Context: an optimization exercise on an open-source flow, tuned for small area. The choices shown serve that exercise and are no tape-out recipe.
Function was checked by simulation only, so behaviour that the tests miss may differ from the original.
No activity file was given, so power comes from the tool's default toggle rates.

## design/flow/design.v

```verilog
module ft300_core (
    input  wire         clk,
    input  wire         rst,
    input  wire [63:0]  time_now,
    input  wire         cmd_valid,
    output wire         cmd_ready,
    input  wire [7:0]   cmd_word,
    input  wire         rx_valid,
    input  wire         rx_timeout,
    output wire         rx_ready,
    input  wire [7:0]   rx_data,
    output reg          rsp_valid,
    output reg  [2:0]   rsp_op,
    output reg  [3:0]   rsp_status,
    output reg  [107:0] rsp_sample,
    output reg  [63:0]  rsp_freq
);
    localparam [3:0] S_IDLE     = 4'd0;
    localparam [3:0] S_CAL_DISC = 4'd1;
    localparam [3:0] S_CAL_CAPT = 4'd2;
    localparam [3:0] S_READY    = 4'd3;
    localparam [3:0] S_READING  = 4'd4;
    localparam [3:0] S_STOPPED  = 4'd5;
    localparam [3:0] S_EVAL     = 4'd6;    
    localparam [3:0] S_DIV      = 4'd7;    
    localparam [3:0] S_ROUND    = 4'd8;    
    localparam [2:0] OP_START = 3'd1;
    localparam [2:0] OP_READ  = 3'd2;
    localparam [2:0] OP_STOP  = 3'd3;
    localparam [2:0] OP_RATE  = 3'd4;
    localparam [3:0] ST_OK          = 4'h0;
    localparam [3:0] ST_CRC         = 4'h4;
    localparam [3:0] ST_TIMEOUT     = 4'h5;
    localparam [3:0] ST_SHORT       = 4'h6;
    localparam [3:0] ST_NOT_ACTIVE  = 4'h8;
    localparam [3:0] ST_BAD_STATE   = 4'hA;
    localparam [3:0] ST_BAD_CMD     = 4'hB;
    localparam [1:0] OUT_FRAME   = 2'd0;
    localparam [1:0] OUT_SHORT   = 2'd1;
    localparam [1:0] OUT_TIMEOUT = 2'd2;
    localparam [63:0] TICK_HZ = 64'd1000000;
    reg [3:0]         state;
    reg [4:0]         cnt;
    reg [7:0]         sr [0:15];
    reg signed [15:0] zref [0:5];
    reg [63:0]        start_t;
    reg [15:0]        count;
    reg [63:0]        freq;
    reg [1:0]         outcome;
    reg               from_cal;      
    reg [63:0]        now_q;         
    reg [63:0]        div_q;         
    reg [63:0]        div_d;         
    reg [63:0]        div_r;         
    reg [6:0]         div_i;
    integer i;
    assign cmd_ready = (state == S_IDLE) || (state == S_READY) || (state == S_STOPPED);
    assign rx_ready  = (state == S_CAL_DISC) || (state == S_CAL_CAPT) || (state == S_READING);
    wire cmd_fire  = cmd_valid && cmd_ready;
    wire to_fire   = rx_ready && rx_timeout;
    wire byte_fire = rx_ready && rx_valid && !rx_timeout;
    wire [2:0] c_op  = cmd_word[2:0];
    wire       c_cal = cmd_word[3];
    wire       c_bad = (cmd_word[7:4] != 4'd0) || (c_op > 3'd4) || (c_cal && (c_op != OP_START));
    wire [4:0] cnt_next = (cnt == 5'd16) ? 5'd16 : cnt + 5'd1;
    wire       match    = (cnt_next >= 5'd2) && (sr[15] == 8'h20) && (rx_data == 8'h4E);
    function [15:0] crc16_byte(input [15:0] c_in, input [7:0] b);
        integer k;
        reg [15:0] c;
        begin
            c = c_in ^ {8'd0, b};
            for (k = 0; k < 8; k = k + 1)
                c = c[0] ? ((c >> 1) ^ 16'hA001) : (c >> 1);
            crc16_byte = c;
        end
    endfunction
    reg [15:0] crc_calc;
    always @(*) begin
        crc_calc = 16'hFFFF;
        crc_calc = crc16_byte(crc_calc, 8'h20);
        crc_calc = crc16_byte(crc_calc, 8'h4E);
        for (i = 0; i < 12; i = i + 1)
            crc_calc = crc16_byte(crc_calc, sr[i]);
    end
    wire [15:0] crc_field = {sr[13], sr[12]};
    wire        crc_ok    = (crc_calc == crc_field);
    function signed [17:0] rdiv10(input signed [20:0] m);
        reg signed [20:0] q;
        reg signed [20:0] r;
        begin
            q = m / 21'sd10;
            r = m % 21'sd10;
            if (r < 0) begin
                q = q - 21'sd1;
                r = r + 21'sd10;
            end
            if (r > 21'sd5 || (r == 21'sd5 && q[0]))
                q = q + 21'sd1;
            rdiv10 = q[17:0];
        end
    endfunction
    reg signed [15:0] raw [0:5];
    reg signed [15:0] zsel [0:5];
    reg signed [17:0] dec [0:5];
    always @(*) begin
        for (i = 0; i < 6; i = i + 1) begin
            raw[i]  = {sr[2*i+1], sr[2*i]};
            zsel[i] = from_cal ? 16'sd0 : zref[i];
        end
        for (i = 0; i < 3; i = i + 1)
            dec[i] = {{2{raw[i][15]}}, raw[i]} - {{2{zsel[i][15]}}, zsel[i]};
        for (i = 3; i < 6; i = i + 1)
            dec[i] = rdiv10({{5{raw[i][15]}}, raw[i]} - 21'sd10 * {{5{zsel[i][15]}}, zsel[i]});
    end
    wire [107:0] dec_flat = {dec[5], dec[4], dec[3], dec[2], dec[1], dec[0]};
    wire [15:0] count_next = count + 16'd1;
    wire [63:0] elapsed    = now_q - start_t;
    wire [63:0] dividend   = {48'd0, count_next} * TICK_HZ;
    wire [64:0] div_shift = {div_r[63:0], div_q[63]};
    wire [64:0] div_sub   = div_shift - {1'b0, div_d};
    wire        div_ge    = !div_sub[64];
    wire [64:0] twice_r   = {div_r[63:0], 1'b0};
    wire        round_up  = (twice_r > {1'b0, div_d}) || ((twice_r == {1'b0, div_d}) && div_q[0]);
    always @(posedge clk) begin
        rsp_valid <= 1'b0;
        if (rst) begin
            state      <= S_IDLE;
            cnt        <= 5'd0;
            for (i = 0; i < 16; i = i + 1) sr[i] <= 8'd0;
            for (i = 0; i < 6; i = i + 1) zref[i] <= 16'sd0;
            start_t    <= 64'd0;
            count      <= 16'd0;
            freq       <= 64'd0;
            outcome    <= OUT_FRAME;
            from_cal   <= 1'b0;
            now_q      <= 64'd0;
            div_q      <= 64'd0;
            div_d      <= 64'd0;
            div_r      <= 64'd0;
            div_i      <= 7'd0;
            rsp_op     <= 3'd0;
            rsp_status <= 4'd0;
            rsp_sample <= 108'd0;
            rsp_freq   <= 64'd0;
        end else begin
            case (state)
                S_IDLE, S_READY, S_STOPPED: begin
                    if (cmd_fire) begin
                        if (c_bad) begin
                            rsp_valid  <= 1'b1;
                            rsp_op     <= c_op;
                            rsp_status <= ST_BAD_CMD;
                            rsp_sample <= 108'd0;
                            rsp_freq   <= 64'd0;
                        end else begin
                            case (c_op)
                                OP_START: begin
                                    rsp_op     <= OP_START;
                                    rsp_sample <= 108'd0;
                                    rsp_freq   <= 64'd0;
                                    if (state != S_IDLE) begin
                                        rsp_valid  <= 1'b1;
                                        rsp_status <= ST_BAD_STATE;
                                    end else if (c_cal) begin
                                        cnt   <= 5'd0;
                                        state <= S_CAL_DISC;
                                    end else begin
                                        for (i = 0; i < 6; i = i + 1) zref[i] <= 16'sd0;
                                        start_t    <= time_now;
                                        count      <= 16'd0;
                                        freq       <= 64'd0;
                                        cnt        <= 5'd0;
                                        state      <= S_READY;
                                        rsp_valid  <= 1'b1;
                                        rsp_status <= ST_OK;
                                    end
                                end
                                OP_READ: begin
                                    rsp_op     <= OP_READ;
                                    rsp_sample <= 108'd0;
                                    rsp_freq   <= 64'd0;
                                    if (state == S_READY) begin
                                        cnt   <= 5'd0;
                                        state <= S_READING;
                                    end else begin
                                        rsp_valid  <= 1'b1;
                                        rsp_status <= ST_NOT_ACTIVE;
                                    end
                                end
                                OP_STOP: begin
                                    if (state == S_READY)
                                        state <= S_STOPPED;
                                    rsp_valid  <= 1'b1;
                                    rsp_op     <= OP_STOP;
                                    rsp_status <= ST_OK;
                                    rsp_sample <= 108'd0;
                                    rsp_freq   <= 64'd0;
                                end
                                OP_RATE: begin
                                    rsp_valid  <= 1'b1;
                                    rsp_op     <= OP_RATE;
                                    rsp_sample <= 108'd0;
                                    rsp_freq   <= 64'd0;
                                    if (state == S_READY) begin
                                        start_t    <= time_now;
                                        count      <= 16'd0;
                                        freq       <= 64'd0;
                                        rsp_status <= ST_OK;
                                    end else begin
                                        rsp_status <= ST_NOT_ACTIVE;
                                    end
                                end
                                default: ;  
                            endcase
                        end
                    end
                end
                S_CAL_DISC, S_CAL_CAPT, S_READING: begin
                    if (to_fire) begin
                        cnt <= 5'd0;
                        if (state == S_CAL_DISC) begin
                            state <= S_CAL_CAPT;
                        end else begin
                            outcome  <= OUT_TIMEOUT;
                            from_cal <= (state == S_CAL_CAPT);
                            now_q    <= time_now;
                            state    <= S_EVAL;
                        end
                    end else if (byte_fire) begin
                        for (i = 0; i < 15; i = i + 1) sr[i] <= sr[i+1];
                        sr[15] <= rx_data;
                        if (match) begin
                            cnt <= 5'd0;
                            if (state == S_CAL_DISC) begin
                                state <= S_CAL_CAPT;
                            end else begin
                                outcome  <= (cnt_next == 5'd16) ? OUT_FRAME : OUT_SHORT;
                                from_cal <= (state == S_CAL_CAPT);
                                now_q    <= time_now;
                                state    <= S_EVAL;
                            end
                        end else begin
                            cnt <= cnt_next;
                        end
                    end
                end
                S_EVAL: begin
                    rsp_op     <= from_cal ? OP_START : OP_READ;
                    rsp_sample <= 108'd0;
                    rsp_freq   <= 64'd0;
                    if (outcome != OUT_FRAME || !crc_ok) begin
                        rsp_valid  <= 1'b1;
                        rsp_status <= (outcome == OUT_TIMEOUT) ? ST_TIMEOUT :
                                      (outcome == OUT_SHORT)   ? ST_SHORT : ST_CRC;
                        state      <= from_cal ? S_IDLE : S_READY;
                    end else if (from_cal) begin
                        for (i = 0; i < 6; i = i + 1) zref[i] <= dec[i][15:0];
                        start_t    <= now_q;
                        count      <= 16'd0;
                        freq       <= 64'd0;
                        rsp_valid  <= 1'b1;
                        rsp_status <= ST_OK;
                        rsp_sample <= dec_flat;
                        state      <= S_READY;
                    end else begin
                        count      <= count_next;
                        rsp_status <= ST_OK;
                        rsp_sample <= dec_flat;
                        if (elapsed == 64'd0) begin
                            rsp_valid <= 1'b1;
                            rsp_freq  <= freq;
                            state     <= S_READY;
                        end else begin
                            div_q <= dividend;
                            div_d <= elapsed;
                            div_r <= 64'd0;
                            div_i <= 7'd0;
                            state <= S_DIV;
                        end
                    end
                end
                S_DIV: begin
                    div_q <= {div_q[62:0], div_ge};
                    div_r <= div_ge ? div_sub[63:0] : div_shift[63:0];
                    div_i <= div_i + 7'd1;
                    if (div_i == 7'd63)
                        state <= S_ROUND;
                end
                S_ROUND: begin
                    freq      <= div_q + {63'd0, round_up};
                    rsp_freq  <= div_q + {63'd0, round_up};
                    rsp_valid <= 1'b1;
                    state     <= S_READY;
                end
                default: state <= S_IDLE;
            endcase
        end
    end
endmodule
```

## design/flow/run.sh

```bash
#!/bin/bash
# synth_recipe.tcl (not shown) runs the flow's synth.tcl, then flattens the netlist and writes it again
# the make line also repeats each setting of config.mk as NAME=value (left out here)
make -C /OpenROAD-flow-scripts/flow DESIGN_CONFIG=/design/flow/config.mk WORK_HOME=/design/flow/orfs CLKGATE_MAP_FILE= SYNTH_SCRIPT=/design/flow/synth_recipe.tcl finish
```

## design/flow/config.mk

```make
export PLATFORM = sky130hd
export DESIGN_NAME = ft300_core
export DESIGN_NICKNAME = ft300_core
export VERILOG_FILES = /design/flow/design.v
export SDC_FILE = /design/flow/constraint.sdc
export NUM_CORES = 4
export LEC_CHECK = 0
export CAP_MARGIN = 20
export CORE_MARGIN = 2
export CORE_UTILIZATION = 40
export PLACE_DENSITY = 0.6
export SLEW_MARGIN = 20
```

## design/flow/constraint.sdc

```tcl
create_clock -name core_clock -period 20.0 [get_ports {clk}]
set_input_delay 4.0000 -clock core_clock [delete_from_list [all_inputs] [get_ports {clk}]]
set_output_delay 4.0000 -clock core_clock [all_outputs]
set_load 0.01 [all_outputs]
```

==> results list <==
- The flow ran to the end and the layout has no timing, DRC or antenna violations.
- Top library cells by usage in the layout, fill and taps aside: nand2_1 (1,264), nor2_1 (886), a21oi_1 (865)
- In this run, CTS created clock tree buffers numbering 96.
- At the worst endpoint, the arrival time is ~19 ns.
- Area share of the largest cell type after synthesis: 24.12%
* Met2 routed WL: 98.73 mm
- Via count normalized by instance count: 5.797
- The tool flagged a number of max-cap violations equal to 0.
- In this run the cell area of the synthesized design comes to around 68,000 sq um.
* CP startpoint kind: flop
- Synthesized area divided by synthesized cell count: 7.490 sq um
- Setup repair after global routing left no endpoint under its margin.
* Power density over the cells: 49.75 nW/um^2
- H-tree levels: 3
- Clock network latency to the later pin of the worst-skew pair: 0.72 ns
- The worst setup path is of the flop to flop kind.
* I/O Pins: 267
- Total length of routed met3 wires: slightly above 10 mm
- Wires add up to 216.6 mm.
* Buffers inserted during post-CTS setup optimization: 0
* Clock sink total: 820
- Number of flip-flops and latches in the synthesized netlist: 820
- Count of endpoints failing hold in the final timing report: 0
- Final weighted congestion in routability-driven placement: 0.9086
- After synthesis, flip-flops and latches occupy about a quarter of the total area.
* Share of the core filled with cells in the final layout: 44.79%
- In the final routing, the length of wire on met1 measures 100.1 mm.
- Number of nets with antenna violations after detailed routing: 0
* Standard cell core area: 169,300 sq um
* Crit end category: flop
* Measured slew at the worst slew-check pin: 1.155 ns
- Share of the clock period used by the worst path: between 90 and 100%
- At the end of the flow, the number of nets in the layout was roughly 9,700.
- The floorplan step defined a die boundary enclosing ~170,000 sq um.
* Vias in the first global route: ~62,000
* Worst Skew: 0.02751 ns
- Post-cts hold buffer count: 0
- Global routing used 24.04% of the available tracks.
- Post-CTS sizing: 0
* Worst-case register-to-register setup slack: 1.71 ns
- Pre-CTS worst setup slack: around 1.9 ns
- The first global-routing pass estimated approximately 340 mm of wire.
* Critical path's slowest cell: a221oi_2
- Yosys warning total: 6
- Pin count of the biggest net entering global routing: 242
- Worst-case headroom to the max-slew limit: 22.88%
* Count of distinct cell types in the synthesized netlist: 143
- Clock-pin slew reported for the worst setup and hold paths after clock tree synthesis: 0.06 ns
* Number of failing setup endpoints in the final timing report: 0
* Initial core utilization: 40.21%
* Share of async-settable or async-resettable flops after synthesis: 0%
- Number of buffers inserted by port buffering: 266
- Count of flip-flops with a built-in enable after synthesis: 0
* Post-synthesis net count: 9,690
* Maximum clock frequency: 54.67 MHz
- Syn Inst Count: slightly above 9,000
- Synth-to-layout area growth: 11.39%
* Library cell occupying the most area in the post-synthesis netlist: dfxtp_1
- Largest stage delay, worst path: 0.68 ns
* Clock Root Buffer: clkbuf_16
- The floorplan has 151 rows.
- Horizontal extent of the die: about 420 um
* DRT Pass-1 Iters: 6
- Counting along the longest clock path gives a buffer depth of 3.
- STA puts the critical path data required time at slightly above 20 ns.
* # fillers: between 15,000 and 20,000
- The number of antenna violations at the first check in global routing was 15.
* Share of post-route cells with drive strength above 1: 5.098%
- Top Layer Used: met5
* Crit Path Max Fanout: 35
* IR Drop Worst-Case VDD: 0.00006996 V
- Dividing the detail-routed wire length by the instance count gives 19.05 um.
- After detailed routing, the number of remaining DRC violations is 0.
- The count of pins over their slew limit is 0.
- HPWL after detailed placement: 159.2 mm
* Setup tns final: 0 ns
- The worst path meets setup with 1.707 ns of slack.
* Shortest clock period the worst path allows after layout: 18.29 ns
* Sequential cell area in the final layout: 16,420 sq um
- Multi-input gate area in the final layout: 48,370 sq um
* Number of vias after detailed routing: between 60,000 and 70,000
- Yosys attributes the largest share of cell area to dfxtp_1 (24%), ha_1 (8.3%), nand2_1 (7.0%), xnor2_1 (6.9%), a21oi_1 (6.4%).
- The most used flip-flop cell after synthesis is dfxtp_1.
- CTS tree: built
* Leading cell type in the layout, fill and taps excluded: nand2_1
- The tightest min-delay check is of the flop to flop type.
- In this design, the critical path's most frequently occurring cell is ha_1.
* Grt ovf: 0
- Measured along the y axis, the die boundary spans roughly 420 um.
- In this run the static leakage power is 0.02968 uW.
* Drt first-iter violations: 5,261
metal layers:
metal	GRT usage, %	vias up
li1	-	32420
met4	8.272	12
met3	2.723	302
met5	0	-
met2	39.50	1690
met1	32.56	31480
state kept, by name (all words and copies together) (netlist names), 5 cells and up:
signal and flops:
rsp_freq 64, cnt 5, rsp_sample 105, div_r 64
div_i 7, div_q 64, start_t 64, freq 64
now_q 64, sr 128, div_d 64, zref 96
count 16
power breakdown:
part / internal [uW] / switching (uW)
registers: 1640 / 2.82
clock network: 1070 / 758
logic: 115 / 191
worst paths after layout:
check                           cells past startpoint      start           to
worst max-delay path                               64   from_cal  zref[3][15]
worst min-delay path                                2  sr[14][0]    sr[13][0]
worst max register to register                     64   from_cal  zref[3][15]
worst min register to register                      2  sr[14][0]    sr[13][0]
logic make-up (layout without fill, tap and decap cells):
| group | Yosys count | count (layout) | share of synthesized area (%) |
|---|---|---|---|
| buffers and inverters | 896 | 948 | 5.154 |
| other | 0 | 11 | 0 |
| AND/OR/NAND/NOR | 3406 | 3406 | 23.24 |
| flip-flops | 820 | 820 | 24.12 |
| AO/OA/AOI/OAI | 2503 | 2503 | 24.66 |
| multiplexers | 114 | 114 | 1.704 |
| adder cells (fa/ha/maj) | 526 | 526 | 10.35 |
| XOR/XNOR | 823 | 823 | 10.76 |
final cells by class:
class	instances	area share [%]
Multi-Input combinational cell	7372	63.79
Sequential cell	820	21.66
Timing Repair Buffer	363	4.527
Clock buffer	136	3.685
Tap cell	2218	3.660
Inverter	412	2.040
Clock inverter	37	0.6056
Antenna cell	11	0.03630
critical path: cells and delay by family (launching register included):
family	cells	cell delay [ns]
xor gates and xnor gates	5	1.66
AOI/OAI and AO/OA	29	9.64
DFF	1	0.56
muxes	1	0.18
adders and majority gates	7	1.97
buffers and inverters	8	1.35
and+or+nand+nor	14	2.82
synthesized netlist by cell type, drive strengths merged (26+ instances only):
library cell  number
nand2           1266
nor2             892
a21oi            870
dfxtp            820
xnor2            536
ha               452
inv              412
clkbuf           396
o21ai            352
xor2             282
nand3            271
nor3             205
a31oi            134
nand2b           121
a21o             110
a211oi           108
nor2b            100
mux2i             99
a311oi            92
and3              87
buf               84
o21bai            74
nand4             73
a22o              72
a221oi            70
and2              67
fa                65
o211ai            63
nor4              62
or3               60
o21a              59
or2               49
o31ai             48
a22oi             45
a32oi             38
or4               35
a211o             30
a2111oi           29
o22ai             29
a21boi            26
stage by stage:
stage | instances | area (sq um) | power (uW) | hold slack, ns
after floorplan | 9088 | 68070 | 1885 | 0.4171
after global placement | 11180 | 72460 | 1977 | 0.4372
after detailed placement | 11180 | 72470 | 1979 | 0.4434
after CTS | 11360 | 75720 | 3813 | 0.4545
after global routing | 11360 | 75810 | 3905 | 0.4661
final | 11370 | 75820 | 3772 | 0.4513

## port drivers added, routing unchanged
No port has a modelled driver above. Below, the same layout with a new extraction and two added sets of constraints. Step 1: set_driving_cell puts a clkbuf_16 on clk and a buf_2 on each other input, an assumption about the parent block. Step 2 also shifts input and output timing later by t, the mid clock arrival at the registers, as if the neighbouring blocks saw the same clock. Slacks: ideal ports / drivers / drivers and shift; pairs: ideal ports / drivers.
t, ns: 0.784
setup WS [ns]: 1.707 / 1.707 / 1.707
slew at the worst register clock pin (ns): 0.08 / 0.08
worst data-port slew with drivers (ns): 0.15
cell pins on the clock port's net: 1
After both steps this run still meets setup and hold. The setup slack of this run moves by 0.000 ns with the drivers and by 0.000 ns with both steps.
